What follows belongs to an exercise in optimizing a design on an open flow for small area, a short achievable clock period and few clock cycles; a production flow would make more cautious choices.
Function was checked by simulation only, so behaviour that the tests miss may differ from the original.
No activity file was given, so power comes from the tool's default toggle rates.

## job 6351
## psiframe_pkt
module psiframe_pkt (
  input  wire        clk,
  input  wire        rst,             
  input  wire        cmd_valid,
  input  wire [63:0] cmd,
  output wire        cmd_ready,
  output wire        ev_valid,
  output wire [9:0]  ev,
  output wire [41:0] ev_pcr,
  input  wire        ev_ready,
  output wire        idle,
  output wire [63:0] st
);
==> flow/config.mk <==
export PLATFORM = sky130hd
export DESIGN_NAME = psiframe_pkt
export DESIGN_NICKNAME = psiframe_pkt
export VERILOG_FILES = /design/flow/design.v
export SDC_FILE = /design/flow/constraint.sdc
export NUM_CORES = 4
export LEC_CHECK = 0
export CAP_MARGIN = 20
export CORE_MARGIN = 2
export CORE_UTILIZATION = 65
export SLEW_MARGIN = 20
==> flow/constraint.sdc <==
create_clock -name core_clock -period 10.0 [get_ports {clk}]
set_input_delay 2.0000 -clock core_clock [delete_from_list [all_inputs] [get_ports {clk}]]
set_output_delay 2.0000 -clock core_clock [all_outputs]
set_load 0.01 [all_outputs]
standard.sh (not shown) runs the stock make flow with config.mk's settings and CLKGATE_MAP_FILE= SYNTH_SCRIPT=/design/flow/synth_recipe.tcl, a recipe that flattens the netlist after the stock synthesis.
==> flow/flow/run.sh <==
#!/bin/bash
# Own layout flow: the standard synthesis unchanged (standard.sh synth),
# then the standard layout (standard.sh) with extra make settings:
#  - BUFFER_PORTS_ARGS: every input and output port still gets its buffer, but
#    a plain sky130_fd_sc_hd__buf_2 instead of the delay buffer picked by default;
#  - CTS_ARGS: ORFS's own clock-tree options with clkbuf_8 buffers, without the dummy loads that CTS
#    adds to even out its leaf buffers' loads.
# Each tool's full output stays in this folder: make's output in flow_*.log,
# and ORFS's per-step logs under orfs/logs/.
set -uo pipefail
MARGIN=$(cat flow/margin.txt 2>/dev/null || echo 6.5)
bash standard.sh synth > flow_synth.log 2>&1 || { tail -50 flow_synth.log; exit 1; }
bash standard.sh "SETUP_SLACK_MARGIN=$MARGIN" \
  "BUFFER_PORTS_ARGS=-buffer_cell sky130_fd_sc_hd__buf_2" \
  "CTS_ARGS=-sink_clustering_enable -repair_clock_nets -dont_use_dummy_load -buf_list sky130_fd_sc_hd__clkbuf_8" \
  finish > flow_layout.log 2>&1 || { tail -50 flow_layout.log; exit 1; }
tail -5 flow_layout.log
==> flow/flow/margin.txt <==
6.5
Job 6351 went all the way through synthesis, placement and routing and the layout is clean on timing, DRC and antenna.
Testbench counts of job 6351, summed over its fixed seeds: cycles 233,424.
[inputs] job 9460 vs job 6351
Settings: a change of CORE_UTILIZATION from 65 to 55.
Findings:
Job 9460 has synthesis-to-finish area growth above what job 6351 had. Cmp job 6351 and job 9460 / register-to-register setup slack / higher: job 9460. Diff job 6351 -> job 9460: worst path setup slack after routing higher; wire length after detailed routing higher; standard cell area after detailed placement increased by 0.36% relative to the old numbers; overall global routing resource usage now smaller; portion of total power attributed to combinational logic did not really move. Per the comparison of job 9460 with job 6351, die outline width grew by about 8%; fraction of the mapped netlist area in compound gates held steady; cell-internal power held steady.
Edits applied to the flow inputs when going from job 9460 to job 8383:
Settings: swapping 55 for 65 in CORE_UTILIZATION.
diff --git a/flow/flow/run.sh b/flow/flow/run.sh
--- a/flow/flow/run.sh
+++ b/flow/flow/run.sh
@@ -6 +6 @@
-#  - CTS_ARGS: ORFS's own clock-tree options with clkbuf_8 buffers, without the dummy loads that CTS
+#  - CTS_ARGS: ORFS's own clock-tree options, without the dummy loads that CTS
@@ -15 +15 @@
-  "CTS_ARGS=-sink_clustering_enable -repair_clock_nets -dont_use_dummy_load -buf_list sky130_fd_sc_hd__clkbuf_8" \
+  "CTS_ARGS=-sink_clustering_enable -repair_clock_nets -dont_use_dummy_load" \
[summary]
| combinational power | job 9460 vs job 8383 | ≈ equal |
When job 8383 is set beside job 9460, its achievable frequency turns out to be about 0.3% smaller.
Delta(worst endpoint data arrival time, job 8383 - job 9460) > 0
Layout overhead on the synthesized area: job 8383 > job 9460
Diff job 9460 -> job 8383 | area after detailed placement | decrease of about 0.36%
Job 8383 against job 9460: sum of buffers and inverters on the critical path -1; wire length dropped 1.0%; count of clock-buffer cells in the layout -26; clock period minus final worst setup slack higher.
Modified inputs, job 3997 compared to job 8383
Settings: CORE_UTILIZATION now 75, was 65.
==> flow/flow/margin.txt <==
6.6
==> comparison <==
As of job 3997, total of fill cells in the finished design had fallen by more than a quarter compared to job 8383.
Critical path depth: job 3997 and job 8383 compared, lower one is job 3997
When job 3997 is measured against job 8383, its non-clock buffer count turns out 6 higher.
Vias per cell: job 3997 higher than job 8383
Job 3997: fmax is about 1.1% lower than what job 8383 reported.
Job 3997: full flow OK, the timing, design-rule and antenna checks passed
Met3 routed wirelength, job 3997 vs job 8383: up by more than half
The following lists how job 3900 was set up differently from job 3997:
Settings: CORE_UTILIZATION changed from 75 to 55.
diff --git a/flow/flow/run.sh b/flow/flow/run.sh
--- a/flow/flow/run.sh
+++ b/flow/flow/run.sh
@@ -6 +6 @@
-#  - CTS_ARGS: ORFS's own clock-tree options, without the dummy loads that CTS
+#  - CTS_ARGS: ORFS's own clock-tree options with clkbuf_8 buffers, without the dummy loads that CTS
@@ -15 +15 @@
-  "CTS_ARGS=-sink_clustering_enable -repair_clock_nets -dont_use_dummy_load" \
+  "CTS_ARGS=-sink_clustering_enable -repair_clock_nets -dont_use_dummy_load -buf_list sky130_fd_sc_hd__clkbuf_8" \
==> flow/flow/margin.txt <==
6.85
Results
- Job 3900 completed; timing, DRC and antenna clean
- Between job 3900 and job 3997, it is job 3900 whose routed length per instance is lower, by 16%.
- On job 3900: number of post-CTS setup repair buffers is 71 higher than what job 3997 gave.
- Max routed wire length across job 3997 and job 3900: job 3997
- Delta (job 3900 minus job 3997): number of H-tree levels +1; final-report setup violation count level.
- Compare job 3997 and job 3900 | minimum setup slack in the final design lower: job 3997
- [compare] base=job 3997 new=job 3900: total half-perimeter wirelength after legalization and detailed placement picked up an extra 0.37%, worst slew margin relative to its limit picked up an extra 23 points, logic depth of the worst setup path including buffers picked up an extra 1, cell area picked up an extra 5.5%.

==> port drivers added, routing unchanged <==
Ports are ideal in the flow. The routed layouts listed here were re-timed in OpenROAD.
Step 1, drivers: a clkbuf_16 drives clk and a buf_2 each remaining input, both assumed.
Step 2 adds t to the input delays and takes it off the output delays; t is the mean of the earliest and latest rising clock arrival at the registers after step 1. Input paths then give back, and output paths get back, about the clock's delay inside the block.
Three values: ideal ports, drivers, drivers and shift; two values: the first two.
| run | shift t [ns] | setup slack, ns | worst setup path after step 2 | worst data-port slew with drivers (ns) |
|---|---|---|---|---|
| job 6351 | 0.602 | 6.520 / 6.506 / 5.942 | input to register | 0.04 |
| job 9460 | 0.598 | 6.571 / 6.524 / 6.013 | input to register | 0.03 |
| job 8383 | 0.568 | 6.561 / 6.542 / 6.085 | input to register | 0.04 |
| job 3997 | 0.564 | 6.521 / 6.521 / 6.070 | input to register | 0.04 |
| job 3900 | 0.595 | 6.753 / 6.752 / 6.167 | input to register | 0.04 |
After both steps setup and hold are still met in every run listed. The setup slack of job 3900, which loses most, moves by -0.001 ns with the drivers and by -0.586 ns with both steps.
